From an optimization exercise on the open Yosys and OpenROAD flow, aimed at small area, a short achievable clock period and few clock cycles; shortcuts taken in it are not production practice.
In this exercise RTL edits were held to simulation tests only and were not proved equivalent to the original.
Power figures rest on the tool's default switching activity, not on a simulated workload.

`design.v`:
```
module monotonic_clock_overflow_tracker (
    input             clk,
    input             rst,               
    input             in_valid,
    output            in_ready,
    input             in_src,            
    input      [63:0] in_word,
    output reg        resp_valid,
    output     [63:0] resp_word,
    output reg        ntf_valid,
    output     [63:0] ntf_word,
    output     [23:0] cmp_value,
    output            cmp_armed,
    output     [31:0] pin_initialized,
    output     [31:0] pin_mode,
    output     [63:0] pin_pull,
    output     [31:0] pin_out_level,
    output     [31:0] pin_sense_toggle,
    output     [63:0] pin_irq_mode,
    output     [31:0] pin_evt_en,
    output     [95:0] pin_prio
);
    localparam [2:0] ST_OK = 3'd0, ST_STATE = 3'd1, ST_NORES = 3'd2,
                     ST_PARAM = 3'd3, ST_ILLEGAL = 3'd4;
    reg        ctr_run;
    reg [23:0] counter;
    reg [23:0] compare;
    reg        armed;
    reg [31:0] ts;            
    reg [31:0] wk_cb;         
    reg        wk_nz;         
    reg        hw_ok;
    reg [31:0] pin_in;
    reg [7:0]  t_created;
    reg [7:0]  t_state;       
    reg [7:0]  t_set;         
    reg [7:0]  t_cbnz;        
    reg [31:0] t_cb      [0:7];
    reg [31:0] t_timeout [0:7];
    reg [43:0] t_rem     [0:7];
    reg [31:0] p_init, p_mode, p_evt, p_out, p_hnz;
    reg [1:0]  p_pull [0:31];
    reg [1:0]  p_irq  [0:31];
    reg [2:0]  p_prio [0:31];
    reg [31:0] handler [0:31];    
    reg [7:0]  ntf_pend;      
    reg [2:0]  r_status;
    reg [31:0] r_data;
    reg [1:0]  n_kind;
    reg [4:0]  n_index;
    reg [31:0] n_token;
    assign in_ready  = (ntf_pend == 8'd0);
    assign resp_word = {24'd0, 5'd0, r_status, r_data};
    assign ntf_word  = {8'hF0, 14'd0, n_kind, 3'd0, n_index, n_token};
    assign cmp_value        = compare;
    assign cmp_armed        = armed;
    assign pin_initialized  = p_init;
    assign pin_mode         = p_mode;
    assign pin_out_level    = p_out;
    assign pin_sense_toggle = p_init & ~p_mode;
    assign pin_evt_en       = p_evt;
    genvar gp;
    generate
        for (gp = 0; gp < 32; gp = gp + 1) begin : g_pin_out
            assign pin_pull[2*gp+1:2*gp]     = p_pull[gp];
            assign pin_irq_mode[2*gp+1:2*gp] = p_irq[gp];
            assign pin_prio[3*gp+2:3*gp]     = p_prio[gp];
        end
    endgenerate
    wire [7:0]  op     = in_word[63:56];
    wire [7:0]  f_idx  = in_word[39:32];
    wire [2:0]  f_h    = in_word[34:32];
    wire [4:0]  f_pin  = in_word[36:32];
    wire        f_mode = in_word[37];
    wire [1:0]  f_pull = in_word[39:38];
    wire        f_flag = in_word[40];
    wire [1:0]  f_edge = in_word[42:41];
    wire [2:0]  f_prio = in_word[50:48];
    wire [31:0] f_data = in_word[31:0];
    wire z55_51 = (in_word[55:51] == 5'd0);
    wire z50_48 = (in_word[50:48] == 3'd0);
    wire z47_43 = (in_word[47:43] == 5'd0);
    wire z42_41 = (in_word[42:41] == 2'd0);
    wire z40    = ~in_word[40];
    wire z39_37 = (in_word[39:37] == 3'd0);
    wire z36_32 = (in_word[36:32] == 5'd0);
    wire zd     = (in_word[31:0] == 32'd0);
    wire z55_43 = z55_51 & z50_48 & z47_43;
    wire z55_41 = z55_43 & z42_41;
    wire z55_40 = z55_41 & z40;
    wire fz_d  = z55_40 & z39_37 & z36_32;
    wire fz_z  = fz_d & zd;
    wire fz_c  = z55_41 & z39_37 & z36_32;
    wire fz_h  = z55_40 & zd;
    wire fz_hd = z55_40;
    wire fz_p  = z55_40 & z39_37 & zd;
    wire fz_pc = z55_41 & zd;
    wire fz_pw = z55_41 & z39_37 & zd;
    wire fz_pa = z55_51 & z47_43 & z40 & z39_37;
    wire fz_ep = z55_43 & z40 & z39_37 & zd;
    wire fz_f  = z55_41 & z39_37 & z36_32 & zd;
    wire go  = in_valid & in_ready;
    wire cgo = go & ~in_src;                
    wire ego = go & in_src;                 
    wire l10 = cgo & (op == 8'h10) & fz_z;
    wire l11 = cgo & (op == 8'h11) & fz_z;
    wire l12 = cgo & (op == 8'h12) & fz_z;
    wire l13 = cgo & (op == 8'h13) & fz_c;
    wire l14 = cgo & (op == 8'h14) & fz_z;
    wire l20 = cgo & (op == 8'h20) & fz_z;
    wire l21 = cgo & (op == 8'h21) & fz_d;
    wire l30 = cgo & (op == 8'h30) & fz_d;
    wire l31 = cgo & (op == 8'h31) & fz_d;
    wire l40 = cgo & (op == 8'h40) & fz_d;
    wire l41 = cgo & (op == 8'h41) & fz_hd;
    wire l42 = cgo & (op == 8'h42) & fz_h;
    wire l43 = cgo & (op == 8'h43) & fz_h;
    wire l44 = cgo & (op == 8'h44) & fz_z;
    wire l45 = cgo & (op == 8'h45) & fz_d;
    wire l50 = cgo & (op == 8'h50) & fz_pc & (f_pull != 2'd3);
    wire l51 = cgo & (op == 8'h51) & fz_pa & (f_edge != 2'd0);
    wire l52 = cgo & (op == 8'h52) & fz_p;
    wire l53 = cgo & (op == 8'h53) & fz_pw;
    wire l54 = cgo & (op == 8'h54) & fz_p;
    wire l55 = cgo & (op == 8'h55) & fz_p;
    wire l56 = cgo & (op == 8'h56) & fz_p;
    wire legal = l10 | l11 | l12 | l13 | l14 | l20 | l21 | l30 | l31 | l40 |
                 l41 | l42 | l43 | l44 | l45 | l50 | l51 | l52 | l53 | l54 |
                 l55 | l56;
    wire eE0 = ego & (op == 8'hE0) & fz_z;
    wire eE1 = ego & (op == 8'hE1) & fz_z;
    wire eE2 = ego & (op == 8'hE2) & fz_ep & (f_edge == 2'd1 || f_edge == 2'd2);
    wire eE3 = ego & (op == 8'hE3) & fz_pw;
    wire eE4 = ego & (op == 8'hE4) & fz_f;
    wire eEF = ego & (op == 8'hEF) & fz_z;
    wire [20:0] c8 = counter[23:3];
    wire [31:0] pin_sel = 32'd1 << f_pin;
    wire [7:0]  h_sel   = (f_idx[7:3] == 5'd0) ? (8'd1 << f_h) : 8'd0;
    wire [7:0] t_free   = ~t_created;
    wire [7:0] slot_oh  = t_free & ~(t_free - 8'd1);
    reg  [2:0] slot_idx;
    integer    si;
    always @(*) begin
        slot_idx = 3'd0;
        for (si = 0; si < 8; si = si + 1)
            if (slot_oh[si]) slot_idx = si[2:0];
    end
    wire        wk_toolong = (f_data[31:21] != 11'd0);
    wire [21:0] wk_sum     = {1'b0, c8} + {1'b0, f_data[20:0]};
    wire [20:0] wk_alt     = ~c8 + f_data[20:0];
    wire [23:0] wk_target  = wk_sum[21] ? {wk_alt, ~counter[2:0]}
                                        : {wk_sum[20:0], counter[2:0]};
    wire        tick_ovf  = (counter == 24'hFFFFFF);
    wire [23:0] tick_next = counter + 24'd1;
    wire        cmp_hit   = armed & (tick_next == compare);
    wire [32:0] el_diff = {1'b0, ts} - {1'b0, f_data};
    wire [31:0] elapsed = el_diff[32] ? 32'd0 : el_diff[31:0];
    reg  [7:0] t_exp;
    integer ti;
    always @(*)
        for (ti = 0; ti < 8; ti = ti + 1)
            t_exp[ti] = t_state[ti] && (t_rem[ti][43:8] == 36'd0) && (t_rem[ti][7:0] < 8'd250);
    wire [7:0] t_cand  = in_ready ? (t_exp & t_cbnz) : ntf_pend;
    wire [7:0] np_oh   = t_cand & ~(t_cand - 8'd1);
    wire [7:0] ntf_src = ntf_pend | ({8{eE1}} & t_exp & t_cbnz);
    reg  [2:0] np_idx;
    integer ni;
    always @(*) begin
        np_idx = 3'd0;
        for (ni = 0; ni < 8; ni = ni + 1)
            if (np_oh[ni]) np_idx = ni[2:0];
    end
    wire pi = p_init[f_pin];
    wire pm = p_mode[f_pin];
    wire hc = (f_idx[7:3] == 5'd0) & t_created[f_h];
    wire s_state = (l10 & ctr_run) | ((l13 | l30) & ~ctr_run) |
                   ((l41 | l42 | l43) & ~hc) |
                   (l50 & pi) | ((l51 | l55) & (~pi | pm)) |
                   ((l53 | l54) & (~pi | ~pm)) | (l56 & ~pi);
    wire s_nores = (l10 & ~ctr_run & ~hw_ok) | (l40 & (t_created == 8'hFF));
    wire s_param = (l30 & ctr_run & wk_toolong) | (l42 & hc & ~t_set[f_h]);
    wire [2:0] status = ~legal  ? ST_ILLEGAL :
                        s_state ? ST_STATE   :
                        s_nores ? ST_NORES   :
                        s_param ? ST_PARAM   : ST_OK;
    wire o11 = (op == 8'h11), o12 = (op == 8'h12), o40 = (op == 8'h40),
         o45 = (op == 8'h45), o55 = (op == 8'h55);
    wire o_ts = (op == 8'h20) | (op == 8'h44);
    wire [31:0] rsel =
          ({32{o11}}  & {8'd0, counter})
        | ({32{o12}}  & 32'h00FFFFFF)
        | ({32{o_ts}} & ts)
        | ({32{o40}}  & {29'd0, slot_idx})
        | ({32{o45}}  & elapsed)
        | ({32{o55}}  & {31'd0, pin_in[f_pin]});
    wire dok = l11 | l12 | l20 | l44 | l45 | (l40 & ~s_nores) | (l55 & pi & ~pm);
    wire [31:0] rdata = rsel & {32{dok}};
    wire do_tick  = eE0 & ctr_run;
    wire wk_fire  = do_tick & cmp_hit & wk_nz;
    wire irq_fire = eE2 & p_hnz[f_pin];
    always @(posedge clk) begin
        if (rst) begin
            resp_valid <= 1'b0;
            ntf_valid  <= 1'b0;
        end else begin
            resp_valid <= cgo;
            ntf_valid  <= wk_fire | irq_fire | (ntf_src != 8'd0);
        end
        r_status <= status;
        r_data   <= rdata;
        if (!in_ready || op[0]) begin
            n_kind  <= 2'd2;
            n_index <= {2'd0, np_idx};
            n_token <= t_cb[np_idx];
        end else if (op[1]) begin
            n_kind  <= 2'd3;
            n_index <= f_pin;
            n_token <= handler[f_pin];
        end else begin
            n_kind  <= 2'd1;
            n_index <= 5'd0;
            n_token <= wk_cb;
        end
    end
    wire clr = rst | eEF;
    always @(posedge clk) begin
        if (clr) begin
            ctr_run <= 1'b0;
            counter <= 24'd0;
            compare <= 24'd0;
            armed   <= 1'b0;
            ts      <= 32'd0;
            wk_nz   <= 1'b0;
        end else begin
            if (l10 & ~ctr_run & hw_ok) begin
                ctr_run <= 1'b1;
                counter <= 24'd0;
                compare <= 24'd0;
                armed   <= 1'b0;
                ts      <= ts - {11'd0, c8};
            end
            if (l13 & ctr_run) begin
                compare <= f_data[23:0];
                armed   <= f_flag;
            end
            if (l14 & ctr_run) begin
                counter <= 24'hFFFFF0;
                ts      <= ts - {11'd0, c8} + 32'h001FFFFE;
            end
            if (l21)
                ts <= f_data + {11'd0, c8};
            if (l30 & ctr_run & ~wk_toolong) begin
                compare <= wk_target;
                armed   <= 1'b1;
            end
            if (l31)
                wk_nz <= (f_data != 32'd0);
            if (do_tick) begin
                counter <= tick_next;
                if (counter[2:0] == 3'd7 && !tick_ovf) ts <= ts + 32'd1;
                if (cmp_hit) armed <= 1'b0;
            end
        end
        if (rst) begin
            hw_ok  <= 1'b0;
            pin_in <= 32'd0;
        end else begin
            if (eE4) hw_ok <= f_flag;
            if (eE3) pin_in <= (pin_in & ~pin_sel) | ({32{f_flag}} & pin_sel);
        end
    end
    integer h;
    always @(posedge clk) begin
        if (clr) begin
            t_created <= 8'd0;
            t_state   <= 8'd0;
            t_set     <= 8'd0;
            ntf_pend  <= 8'd0;
        end else begin
            ntf_pend <= (in_ready ? ({8{eE1}} & t_cand) : t_cand) & ~np_oh;
            for (h = 0; h < 8; h = h + 1) begin
                if (l40 & slot_oh[h]) t_created[h] <= 1'b1;
                if (l41 & h_sel[h] & t_created[h]) t_set[h] <= 1'b1;
                if (l42 & h_sel[h] & t_created[h] & t_set[h]) t_state[h] <= 1'b1;
                if (l43 & h_sel[h]) t_state[h] <= 1'b0;
                if (eE1 & t_exp[h]) t_state[h] <= 1'b0;
            end
        end
    end
    integer p;
    always @(posedge clk) begin
        if (clr) begin
            p_init <= 32'd0;
            p_mode <= 32'd0;
            p_evt  <= 32'd0;
            p_out  <= 32'd0;
            p_hnz  <= 32'd0;
            for (p = 0; p < 32; p = p + 1) begin
                p_pull[p] <= 2'd0;
                p_irq[p]  <= 2'd0;
                p_prio[p] <= 3'd0;
            end
        end else begin
            for (p = 0; p < 32; p = p + 1) begin
                if (pin_sel[p]) begin
                    if (l50 & ~p_init[p]) begin
                        p_init[p] <= 1'b1;
                        p_mode[p] <= f_mode;
                        p_pull[p] <= f_pull;
                        p_out[p]  <= f_mode & f_flag;
                    end
                    if (l51 & p_init[p] & ~p_mode[p]) begin
                        p_hnz[p]  <= (f_data != 32'd0);
                        p_irq[p]  <= f_edge;
                        p_prio[p] <= f_prio;
                        p_evt[p]  <= 1'b1;
                    end
                    if (l52)
                        p_evt[p] <= 1'b0;
                    if (l53 & p_init[p] & p_mode[p])
                        p_out[p] <= f_flag;
                    if (l54 & p_init[p] & p_mode[p])
                        p_out[p] <= ~p_out[p];
                    if (l56 & p_init[p]) begin
                        p_init[p] <= 1'b0;
                        p_mode[p] <= 1'b0;
                        p_pull[p] <= 2'd0;
                        p_irq[p]  <= 2'd0;
                        p_evt[p]  <= 1'b0;
                        p_prio[p] <= 3'd0;
                        p_out[p]  <= 1'b0;
                    end
                end
            end
        end
    end
    integer k;
    always @(posedge clk) begin
        if (l31) wk_cb <= f_data;
        for (k = 0; k < 32; k = k + 1)
            if (l51 & pin_sel[k] & p_init[k] & ~p_mode[k])
                handler[k] <= f_data;
        for (k = 0; k < 8; k = k + 1) begin
            if (l40 & slot_oh[k]) begin
                t_cb[k]   <= f_data;
                t_cbnz[k] <= (f_data != 32'd0);
            end
            if (l41 & h_sel[k])
                t_timeout[k] <= (f_data[31:4] == 28'd0 && f_data[3:0] < 4'd10) ? 32'd10 : f_data;
            if (l42 & h_sel[k])
                t_rem[k] <= {t_timeout[k], 12'd62};
            else if (eE1)
                t_rem[k] <= t_rem[k] - 44'd125;
        end
    end
endmodule
```
`run.sh`:
```
#!/bin/bash
# synth_recipe.tcl (not shown) runs the flow's synth.tcl, then flattens the netlist and writes it again
# the make line also repeats each setting of config.mk as NAME=value (left out here)
make -C /OpenROAD-flow-scripts/flow DESIGN_CONFIG=/design/flow/config.mk WORK_HOME=/design/flow/orfs CLKGATE_MAP_FILE= SYNTH_SCRIPT=/design/flow/synth_recipe.tcl finish
```
`constraint.sdc`:
```
create_clock -name core_clock -period 10.0 [get_ports {clk}]
set_input_delay 2.0000 -clock core_clock [delete_from_list [all_inputs] [get_ports {clk}]]
set_output_delay 2.0000 -clock core_clock [all_outputs]
set_load 0.01 [all_outputs]
```
`config.mk`:
```
export PLATFORM = sky130hd
export DESIGN_NAME = monotonic_clock_overflow_tracker
export DESIGN_NICKNAME = monotonic_clock_overflow_tracker
export VERILOG_FILES = /design/flow/design.v
export SDC_FILE = /design/flow/constraint.sdc
export NUM_CORES = 4
export LEC_CHECK = 0
export CAP_MARGIN = 20
export CORE_MARGIN = 2
export CORE_UTILIZATION = 40
export SETUP_SLACK_MARGIN = 5
export SLEW_MARGIN = 20
```
==> notes.md, run 1 <==
• outcome: complete, no violations
• maximum clock frequency: 0.196 GHz
• leakage power summed over all cells: 43.0 nW
• drt pass-1 iters: 6
• CTS tree: built
• WS Path Type: primary input to register
• combinational family with the most area after synthesis: compound AO/OA/AOI/OAI gates
• multi-input logic area: 39,800 um2
• setup slack of the most critical reg-to-reg path: 5.09 ns
• number of global-route vias before repair: 82,139
• count of pins over their slew limit: 0
• TritonCTS sink count: 2,536
• cell count of the worst hold path: 2
• proportion of synthesized chip area in sequential cells: 62.9%
• later-pin clock latency in the skew report: 0.88 ns
• via-per-instance ratio: 6.39
• antenna violations before repair: 46
• normalized max-slew margin: 18.2%
• cell class contributing the biggest share of worst-path delay: buffers and inverters
• worst-path maximum fanout: 33
• area share of and/or/nand/nor cells after synthesis: 12.9%
• unrepaired setup endpoints after global routing: true
• Critical Path, Cell by Cell: clkdlybuf4s50_1 -> buf_4 -> or3_4 -> nor2_4 -> buf_4 -> buf_4 -> a21oi_1 -> nand4_1 -> o32ai_1 -> nand2_1 -> o21ai_0 -> a21oi_1
• final estimated routing congestion in global placement: 0.938
• number of DRC markers in iteration 0: 13,896
• Post-Synth Adder-Cell Area: 1.29%
• wire length of the first global-routing pass: 629,000 um
• hold violation count in the final report: 0
• total of max-cap violations: 0
• depth of the critical timing path with buffers and inverters included: 12
• total half-perimeter wirelength after legalization and detailed placement: 283,000 um
• number of port buffers: 553
• number of flops mapped to enable cells by yosys: 1,832
• placeable core region: 273,000 um2
• fraction of the mapped netlist area in compound gates: 14.7%
• Inserted Clock Buffers: 285
• Die Width: 528 um
• overflow left after global routing: 0
• worst path buffer plus inverter count: 4
• share of layout cells above drive strength 1: 12.2%
• combined global-route utilization of all metal layers: 31.4%
• cell area after synthesis: 110,000 um2
• Clock transition at path regs: 0.06 ns
• P&R area growth vs syn: 20.8%
• H-tree depth reported by CTS: 5
• slowest cell delay on critical path: 0.68 ns
• Syn Inst Count: 9,498
• part of the cycle the worst path needs: 50.9%
• die area: 279,000 um2
• starting density of the core: 40.2%
• Residual DRC: 0
• I/O pin count: 608
• routed wirelength normalized by instance count: 33.1 um
• fin nets: 10,324
• slowest library cell on the worst path: sky130_fd_sc_hd__buf_4
• Setup Skew: 0.0857 ns
• post-synthesis xor/xnor area fraction: 3.75%
• Seq cells post-synth: 2,536
• maximum number of pins on one net before global-route repair: 114
• mux contribution to synthesized area: 1.61%
• post-synthesis area per instance: 11.6 um2
• sequential standard cell area: 69,100 um2
• height of the chip: 528 um
• worst-margin pin slew: 1.23 ns
• total number of yosys warnings: 8
• worst IR drop on VDD: 0.160 mV
• clock tree buffer depth: 4
• Crit path required time: 10.70 ns
• final antenna-violating net count: 0
• crit path time final: 5.09 ns
• Pwr per Cell Area: 171 nW/um2
• class of the most critical hold timing path: register to register
• most frequent CP cell: sky130_fd_sc_hd__buf_4
• number of placed instances, taps included: 13,291
• most used flip-flop cell after synthesis: sky130_fd_sc_hd__edfxtp_1
• Critical Path AT: 5.79 ns
• startpoint type of the worst setup path: primary input
• final non-filler cell total: 13,974
• setup total negative slack: 0 ns
• Worst R2R Path Depth: 13
• layout filler cell count: 24,039
• final setup violation count: 0
• post-synth cell types: 99
• Vias: 89,327
• cell row count: 192
• share of synthesized registers carrying an async set or reset: 0%
• total detailed-routing wirelength: 462,000 um
• Root Buffer: sky130_fd_sc_hd__clkbuf_16
• type of destination of the critical path: register
## stage by stage
| step | setup slack [ns] | utilization, % | area [um2] | hold WS (ns) | power (mW) |
|---|---|---|---|---|---|
| 3_5_place_dp | 2.12 | 43.9 | 120000 | 0.443 | 12.2 |
| 5_1_grt | 4.95 | 48.5 | 133000 | 0.476 | 23.1 |
| 3_3_place_gp | 2.12 | 43.9 | 120000 | 0.434 | 12.2 |
| 4_1_cts | 4.88 | 48.1 | 131000 | 0.451 | 22.7 |
| 6_report | 4.91 | 48.5 | 133000 | 0.452 | 22.7 |
| 2_1_floorplan | 4.30 | - | 110000 | 0.429 | 11.8 |
## cell type report
type	instances	share of cell area, %
Antenna cell	12	0.0226
Clock buffer	377	5.92
Sequential cell	2536	52.1
Multi-Input combinational cell	6243	30.0
Clock inverter	138	1.09
Inverter	122	0.354
Timing Repair Buffer	956	7.12
Timing Repair inverter	1	0.00377
Tap cell	3589	3.39
## routing by layer
layer | global-route usage, % | share of wire, %
met1 | 42.7 | 38
met2 | 46.7 | 43
met3 | 7.47 | 13
met4 | 15.8 | 6.1
met5 | 0 | 0.031
## sequential cells by signal, summed over array words and instances (netlist names), 64 cells and up, named ones only
signal	cells
t_rem	352
p_prio	96
t_timeout	256
p_irq	64
t_cb	256
handler	1024
p_pull	64
## placed cells by master (no fill, tap or decap), types with 306 or more instances in the layout
cell type,instances
sky130_fd_sc_hd__o21ai_0,502
sky130_fd_sc_hd__nor2_1,735
sky130_fd_sc_hd__clkbuf_16,307
sky130_fd_sc_hd__nand2_1,946
sky130_fd_sc_hd__clkdlybuf4s50_1,505
sky130_fd_sc_hd__buf_4,306
sky130_fd_sc_hd__a21oi_1,689
sky130_fd_sc_hd__nand3_1,396
sky130_fd_sc_hd__dfxtp_1,702
sky130_fd_sc_hd__xnor2_1,312
sky130_fd_sc_hd__edfxtp_1,1832
## what timing repair did
action,in CTS,in global routing
gates resized for setup,200,128
gates cloned,12,19
pin swaps,45,34
hold buffers,0,0
hold endpoints to repair,0,0
buffers inserted,90,35
setup endpoints to repair,2624,751
## synth_stat cells, drive strengths merged (33+ instances only)
library cell / count / area, um2
a21oi: 700 / 3510
nand2b: 41 / 257
mux4: 44 / 991
o211ai: 33 / 258
nand2: 968 / 3630
nor4: 103 / 706
a21o: 55 / 413
a22o: 163 / 1430
or3: 71 / 444
nand3: 403 / 2020
a221o: 99 / 991
ha: 107 / 1340
a31oi: 74 / 463
or4: 53 / 413
inv: 121 / 454
and3: 40 / 250
nand4: 107 / 669
nor2: 830 / 3120
nor3: 217 / 1120
a211oi: 76 / 581
mux2i: 71 / 711
a221oi: 218 / 1910
clkbuf: 539 / 2020
dfxtp: 704 / 14100
xor2: 156 / 1370
nor2b: 64 / 400
edfxtp: 1832 / 55000
buf: 121 / 693
a22oi: 290 / 2180
o21ai: 522 / 2610
xnor2: 313 / 2750
## cells by family (layout without fill, tap and decap cells)
group,count (synthesis),count (layout)
and+or+nand+nor,3038,3044
DFF,2536,2536
AOI/OAI and AO/OA,2439,2443
buffers and inverters,782,1594
xor gates and xnor gates,469,469
muxes,121,121
adders and majority gates,111,111
other,2,67
## power by group
part	internal (mW)	switching (mW)	leakage (nW)	total, mW
Clock	6.18	4.42	4.57	10.6
Combinational	0.219	0.637	16.8	0.856
Sequential	11.2	0.0118	21.6	11.3
Total	17.6	5.07	43.0	22.7
## final timing paths
check	endpoint	start
worst max-delay path	n_token[24]$_DFF_P_	in_word[36]
worst min-delay path	p_irq[30][1]$_SDFFE_PP0P_	p_irq[30][1]$_SDFFE_PP0P_
worst max register to register	n_token[24]$_DFF_P_	t_rem[3][30]$_DFFE_PP_
worst min register to register	p_irq[30][1]$_SDFFE_PP0P_	p_irq[30][1]$_SDFFE_PP0P_
## tightest hold or removal path: stages (launching register included)
cell,delay (ns)
sky130_fd_sc_hd__dfxtp_1,0.31
sky130_fd_sc_hd__nand2_1,0.05
sky130_fd_sc_hd__a21oi_1,0.05
Testbench counts, summed over its fixed seeds: cycles 48,658.
==> run 2, diff against run 1 <==
--- a/design.v
+++ b/design.v
@@ -38,26 +38,30 @@
     reg [31:0] t_cb      [0:7];
     reg [31:0] t_timeout [0:7];
     reg [43:0] t_rem     [0:7];
-    reg [31:0] p_init, p_mode, p_evt, p_out, p_hnz;
+    reg [31:0] p_init, p_mode, p_evt, p_out, p_hnz, p_sense;
     reg [1:0]  p_pull [0:31];
     reg [1:0]  p_irq  [0:31];
     reg [2:0]  p_prio [0:31];
     reg [31:0] handler [0:31];    
     reg [7:0]  ntf_pend;      
     reg [2:0]  r_status;
-    reg [31:0] r_data;
+    reg [31:0] r_data;        
+    reg        r_ok;          
     reg [1:0]  n_kind;
     reg [4:0]  n_index;
     reg [31:0] n_token;
-    assign in_ready  = (ntf_pend == 8'd0);
-    assign resp_word = {24'd0, 5'd0, r_status, r_data};
+    reg        rdy;           
+    reg        clrq;          
+    reg        rstq;          
+    assign in_ready  = rdy;
+    assign resp_word = {24'd0, 5'd0, r_status, r_data & {32{r_ok}}};
     assign ntf_word  = {8'hF0, 14'd0, n_kind, 3'd0, n_index, n_token};
     assign cmp_value        = compare;
     assign cmp_armed        = armed;
     assign pin_initialized  = p_init;
     assign pin_mode         = p_mode;
     assign pin_out_level    = p_out;
-    assign pin_sense_toggle = p_init & ~p_mode;
+    assign pin_sense_toggle = p_sense;            
     assign pin_evt_en       = p_evt;
     genvar gp;
     generate
@@ -154,7 +158,7 @@
     wire [23:0] tick_next = counter + 24'd1;
     wire        cmp_hit   = armed & (tick_next == compare);
     wire [32:0] el_diff = {1'b0, ts} - {1'b0, f_data};
-    wire [31:0] elapsed = el_diff[32] ? 32'd0 : el_diff[31:0];
+    wire [31:0] elapsed = el_diff[31:0];      
     reg  [7:0] t_exp;
     integer ti;
     always @(*)
@@ -162,6 +166,7 @@
             t_exp[ti] = t_state[ti] && (t_rem[ti][43:8] == 36'd0) && (t_rem[ti][7:0] < 8'd250);
     wire [7:0] t_cand  = in_ready ? (t_exp & t_cbnz) : ntf_pend;
     wire [7:0] np_oh   = t_cand & ~(t_cand - 8'd1);
+    wire [7:0] pend_next = (in_ready ? ({8{eE1}} & t_cand) : t_cand) & ~np_oh;
     wire [7:0] ntf_src = ntf_pend | ({8{eE1}} & t_exp & t_cbnz);
     reg  [2:0] np_idx;
     integer ni;
@@ -194,7 +199,7 @@
         | ({32{o45}}  & elapsed)
         | ({32{o55}}  & {31'd0, pin_in[f_pin]});
     wire dok = l11 | l12 | l20 | l44 | l45 | (l40 & ~s_nores) | (l55 & pi & ~pm);
-    wire [31:0] rdata = rsel & {32{dok}};
+    wire rok = dok & ~(o45 & el_diff[32]);
     wire do_tick  = eE0 & ctr_run;
     wire wk_fire  = do_tick & cmp_hit & wk_nz;
     wire irq_fire = eE2 & p_hnz[f_pin];
@@ -203,11 +208,12 @@
             resp_valid <= 1'b0;
             ntf_valid  <= 1'b0;
         end else begin
-            resp_valid <= cgo;
-            ntf_valid  <= wk_fire | irq_fire | (ntf_src != 8'd0);
+            resp_valid <= ~clrq & cgo;
+            ntf_valid  <= ~clrq & (wk_fire | irq_fire | (ntf_src != 8'd0));
         end
         r_status <= status;
-        r_data   <= rdata;
+        r_data   <= rsel;
+        r_ok     <= rok;
         if (!in_ready || op[0]) begin
             n_kind  <= 2'd2;
             n_index <= {2'd0, np_idx};
@@ -222,7 +228,17 @@
             n_token <= wk_cb;
         end
     end
-    wire clr = rst | eEF;
+    wire clr = clrq;
+    always @(posedge clk) begin
+        clrq <= rst | eEF;
+        rstq <= rst;
+        if (rst | eEF)
+            rdy <= 1'b0;
+        else if (clrq)
+            rdy <= 1'b1;
+        else
+            rdy <= (pend_next == 8'd0);
+    end
     always @(posedge clk) begin
         if (clr) begin
             ctr_run <= 1'b0;
@@ -261,7 +277,7 @@
                 if (cmp_hit) armed <= 1'b0;
             end
         end
-        if (rst) begin
+        if (rstq) begin
             hw_ok  <= 1'b0;
             pin_in <= 32'd0;
         end else begin
@@ -277,7 +293,7 @@
             t_set     <= 8'd0;
             ntf_pend  <= 8'd0;
         end else begin
-            ntf_pend <= (in_ready ? ({8{eE1}} & t_cand) : t_cand) & ~np_oh;
+            ntf_pend <= pend_next;
             for (h = 0; h < 8; h = h + 1) begin
                 if (l40 & slot_oh[h]) t_created[h] <= 1'b1;
                 if (l41 & h_sel[h] & t_created[h]) t_set[h] <= 1'b1;
@@ -290,8 +306,9 @@
     integer p;
     always @(posedge clk) begin
         if (clr) begin
-            p_init <= 32'd0;
-            p_mode <= 32'd0;
+            p_init  <= 32'd0;
+            p_mode  <= 32'd0;
+            p_sense <= 32'd0;
             p_evt  <= 32'd0;
             p_out  <= 32'd0;
             p_hnz  <= 32'd0;
@@ -304,8 +321,9 @@
             for (p = 0; p < 32; p = p + 1) begin
                 if (pin_sel[p]) begin
                     if (l50 & ~p_init[p]) begin
-                        p_init[p] <= 1'b1;
-                        p_mode[p] <= f_mode;
+                        p_init[p]  <= 1'b1;
+                        p_mode[p]  <= f_mode;
+                        p_sense[p] <= ~f_mode;
                         p_pull[p] <= f_pull;
                         p_out[p]  <= f_mode & f_flag;
                     end
@@ -322,8 +340,9 @@
                     if (l54 & p_init[p] & p_mode[p])
                         p_out[p] <= ~p_out[p];
                     if (l56 & p_init[p]) begin
-                        p_init[p] <= 1'b0;
-                        p_mode[p] <= 1'b0;
+                        p_init[p]  <= 1'b0;
+                        p_mode[p]  <= 1'b0;
+                        p_sense[p] <= 1'b0;
                         p_pull[p] <= 2'd0;
                         p_irq[p]  <= 2'd0;
                         p_evt[p]  <= 1'b0;
--- a/config.mk
+++ b/config.mk
@@ -7,6 +7,8 @@
 export LEC_CHECK = 0
 export CAP_MARGIN = 20
 export CORE_MARGIN = 2
-export CORE_UTILIZATION = 40
+export CORE_UTILIZATION = 50
+export CTS_CLUSTER_DIAMETER = 100
+export CTS_CLUSTER_SIZE = 30
 export SETUP_SLACK_MARGIN = 5
 export SLEW_MARGIN = 20
==> notes.md, run 2 <==
• outcome: complete, no violations
• most used flip-flop cell after synthesis: sky130_fd_sc_hd__edfxtp_1
• post-synthesis area per instance: 11.4 um2, -1.0%
• net switching power: 4.10 mW, -19%
• hold violation count in the final report: 0, unchanged
• met3 routed WL: 52,800 um, -10%
• number of port buffers: 553, unchanged
• WS Path Type: primary input to register
• final estimated routing congestion in global placement: 0.951, +1.4%
• final antenna-violating net count: 0, unchanged
• final core utilization: 57.2%, +8.7 points
• proportion of synthesized chip area in sequential cells: 63.0%, +0.12 points
• Die Width: 475 um, -10%
• sequential standard cell area: 69,800 um2, +1.1%
• Synth area leaders: sky130_fd_sc_hd__edfxtp_1, sky130_fd_sc_hd__dfxtp_1, sky130_fd_sc_hd__nand2_1, sky130_fd_sc_hd__a21oi_1, sky130_fd_sc_hd__nand3_1
• worst-margin pin slew: 1.16 ns, -0.0641 ns
• routed wirelength normalized by instance count: 32.8 um, -0.87%
• Syn Inst Count: 9,675, +1.9%
• cell row count: 172, -10%
• starting density of the core: 50.4%, +10 points
• layout filler cell count: 18,297, -24%
• fin nets: 10,216, -1.0%
• worst hold margin: 0.420 ns, -0.0321 ns
• number of buffers inserted for hold repair after clock tree synthesis: 0, unchanged
• worst-path maximum fanout: 24, -27%
• cell area after synthesis: 111,000 um2, +0.85%
• multi-input logic area: 39,900 um2, +0.32%
• total number of yosys warnings: 8, unchanged
• height of the chip: 475 um, -10%
• Internal Power: 13.7 mW, -23%
• Worst R2R Path Depth: 15, +2
• Logic pwr share: 4.4%, +0.6 points
• Seq cells post-synth: 2,572, +1.4%
• Final Total Pwr: 17.8 mW, -22%
• maximum number of pins on one net before global-route repair: 208, +82%
• total of max-cap violations: 0, unchanged
• class of the most critical hold timing path: register to register
• most numerous cell types in the synthesized netlist: sky130_fd_sc_hd__edfxtp_1, sky130_fd_sc_hd__nand2_1, sky130_fd_sc_hd__dfxtp_1
• Vias: 86,763, -2.9%
• share of synthesized registers carrying an async set or reset: 0%, unchanged
• P&R area growth vs syn: 13.6%
• Pwr per Cell Area: 141 nW/um2, -18%
• post-synth cell types: 108, +9.1%
• leading cell type by number of instances after synthesis: sky130_fd_sc_hd__edfxtp_1
• number of DRC markers in iteration 0: 13,971, +0.54%
• Crit path required time: 10.70 ns, about the same
• setup total negative slack: 0 ns, unchanged
• part of the cycle the worst path needs: 50.8%, -0.11 points
• post-synthesis cell type with the largest combined area: sky130_fd_sc_hd__edfxtp_1
• maximum clock frequency: 0.197 GHz, +0.22%
• worst IR drop on VDD: 0.160 mV, +0.11%
• highest-count cells in the layout ignoring fill and taps: sky130_fd_sc_hd__edfxtp_1, sky130_fd_sc_hd__nand2_1, sky130_fd_sc_hd__dfxtp_1
• clock tree buffer depth: 3, -1
• Flop pwr share: 64.1%, +15 points
• CTS tree: built
• overflow left after global routing: 0, unchanged
• Residual DRC: 0, unchanged
• most common library cell in the layout ignoring fill and taps: sky130_fd_sc_hd__edfxtp_1
• total detailed-routing wirelength: 429,000 um, -7.2%
• Root Buffer: sky130_fd_sc_hd__clkbuf_16
• later-pin clock latency in the skew report: 0.85 ns, -0.03 ns
• normalized max-slew margin: 22.3%, +4.1 points
• clock network power share: 31.5%, -15 points
• area share of the leading cell type in the synthesized netlist: 49.7%, -0.42 points
• antenna violations before repair: 51, +11%
• final setup violation count: 0, unchanged
• highest routed metal layer: met5
• Inserted Clock Buffers: 102, -64%
• startpoint type of the worst setup path: primary input
• Setup Skew: 0.0462 ns, -0.0395 ns
• I/O pin count: 608, unchanged
• max FFs per register: 1,024, unchanged
• Clock transition at path regs: 0.12 ns, +0.06 ns
• crit path time final: 5.08 ns, -0.0110 ns
• leakage power summed over all cells: 38.9 nW, -9.4%
• detailed route wirelength on metal2: 185,000 um, -6.7%
• via-per-instance ratio: 6.63, +3.7%
• drt pass-1 iters: 6, unchanged
• biggest regs: handler: 1024 flops, t_rem: 352 flops
• share of layout cells above drive strength 1: 9.39%, -2.8 points
• number of global-route vias before repair: 78,880, -4.0%
• count of pins over their slew limit: 0, unchanged
• TritonCTS sink count: 2,572, +1.4%
• unrepaired setup endpoints after global routing: true
• H-tree depth reported by CTS: 3, -2
• cell count of the worst hold path: 1, -1
• wire length of the first global-routing pass: 594,000 um, -5.6%
• Critical Path AT: 5.78 ns, about the same
• net switching fraction of the power: 23.1%, +0.78 points
• combined global-route utilization of all metal layers: 36.8%, +5.4 points
• register name with the most flops: handler
• total half-perimeter wirelength after legalization and detailed placement: 265,000 um, -6.2%
• routed length on met1: 166,000 um, -5.7%
• type of destination of the critical path: register
• placeable core region: 220,000 um2, -20%
• number of flops mapped to enable cells by yosys: 1,832, unchanged
• die area: 225,000 um2, -19%
==> run 2: cells by family after synthesis <==
group / count (synthesis) / synth area share [%]
and+or+nand+nor: 3383 / 14.5
DFF: 2572 / 63.0
AOI/OAI and AO/OA: 2234 / 13.1
buffers and inverters: 804 / 2.95
xor gates and xnor gates: 489 / 3.87
adders and majority gates: 111 / 1.28
muxes: 80 / 1.23
other: 2 / 0.00678
==> run 2: power by group through the flow <==
stage	clock, mW	combinational (mW)	sequential, mW
floorplan	0	0.312	11.6
global placement	0	0.724	11.6
detailed placement	0	0.732	11.6
CTS	5.60	0.757	11.4
global route	5.93	0.802	11.4
finish	5.59	0.786	11.4
==> run 2: area by class of cell <==
class | count | share of cell area (%)
inverters | 117 | 0.349
clock buffers | 148 | 2.22
repair buffers | 886 | 6.84
flip-flops and latches | 2572 | 55.5
well taps | 2958 | 2.94
clock inverters | 31 | 0.351
diodes | 17 | 0.0338
multi-input cells | 6358 | 31.7
==> run 2: metrics by stage <==
stage / setup slack (ns) / area (um2) / instances
finish: 4.92 / 126000 / 13087
global route: 4.93 / 126000 / 13074
CTS: 4.73 / 125000 / 13043
detailed placement: 2.15 / 120000 / 12808
global placement: 1.40 / 120000 / 12805
floorplan: 4.56 / 112000 / 9728
==> run 2: layer usage <==
layer  vias up  GRT usage (%)
met1     43519           52.1
met2      5644           54.1
li1      36721              -
met5         -              0
met4        16           17.9
met3       863           7.68
==> run 2: worst max-delay path, cell delays in order <==
cell and delay [ns]:
sky130_fd_sc_hd__clkdlybuf4s50_1 0.47, sky130_fd_sc_hd__buf_6 0.28, sky130_fd_sc_hd__nand3b_1 0.29, sky130_fd_sc_hd__buf_4 0.24, sky130_fd_sc_hd__nor2_4 0.28, sky130_fd_sc_hd__buf_6 0.31
sky130_fd_sc_hd__buf_6 0.38, sky130_fd_sc_hd__a22o_1 0.20, sky130_fd_sc_hd__a221oi_1 0.05, sky130_fd_sc_hd__nand4_1 0.18, sky130_fd_sc_hd__o32ai_1 0.10, sky130_fd_sc_hd__nand2_1 0.12
sky130_fd_sc_hd__o21ai_0 0.29, sky130_fd_sc_hd__a21oi_2 0.50
==> run 2: what timing repair did <==
item	4_1_cts	5_1_grt
setup buffers	49	22
resized for setup	152	145
hold endpoints to repair	0	0
gates cloned	7	5
pin swaps	22	18
setup endpoints to repair	2454	1994
==> run 2: final timing paths <==
| path | startpoint | endpoint | slack, ns |
|---|---|---|---|
| max | in_word[35] | n_token[30]$_DFF_P_ | 4.92 |
| min | rstq$_DFF_P_ | hw_ok$_SDFFE_PP0P_ | 0.42 |
| max reg2reg | counter[4]$_SDFFE_PP0P_ | ts[30]$_SDFF_PP0_ | 5.19 |
| min reg2reg | rstq$_DFF_P_ | hw_ok$_SDFFE_PP0P_ | 0.42 |
Testbench counts of run 2, summed over its fixed seeds: cycles 48,658.

[static timing again, ports no longer ideal]
No port has a modelled driver above. Below, the same layouts with a new extraction and two added sets of constraints. Step 1 sets driving cells, clkbuf_16 on the clock port and buf_2 on the other inputs (assumed; they add their load-dependent delay and slew). Step 2 adds t to the input delays and takes it off the output delays; t is the mean of the earliest and latest rising clock arrival at the registers after step 1. Input paths then give back, and output paths get back, about the clock's delay inside the block. a / b / c = no drivers / after step 1 / after step 2; a / b = the first two.
| run | shift t [ns] | slack for setup (ns) | worst setup path at the end | clock arrival spread, ns | cell pins on the clock port's net |
|---|---|---|---|---|---|
| run 1 | 0.953 | 4.908 / 4.866 / 4.002 | input to register | 0.100 / 0.100 | 1 |
| run 2 | 0.923 | 4.919 / 4.981 / 4.058 | input to register | 0.054 / 0.054 | 1 |
After both steps setup and hold are still met in every run listed. For run 1, which loses most, drivers alone change the setup slack by -0.042 ns; drivers and shift together by -0.906 ns.
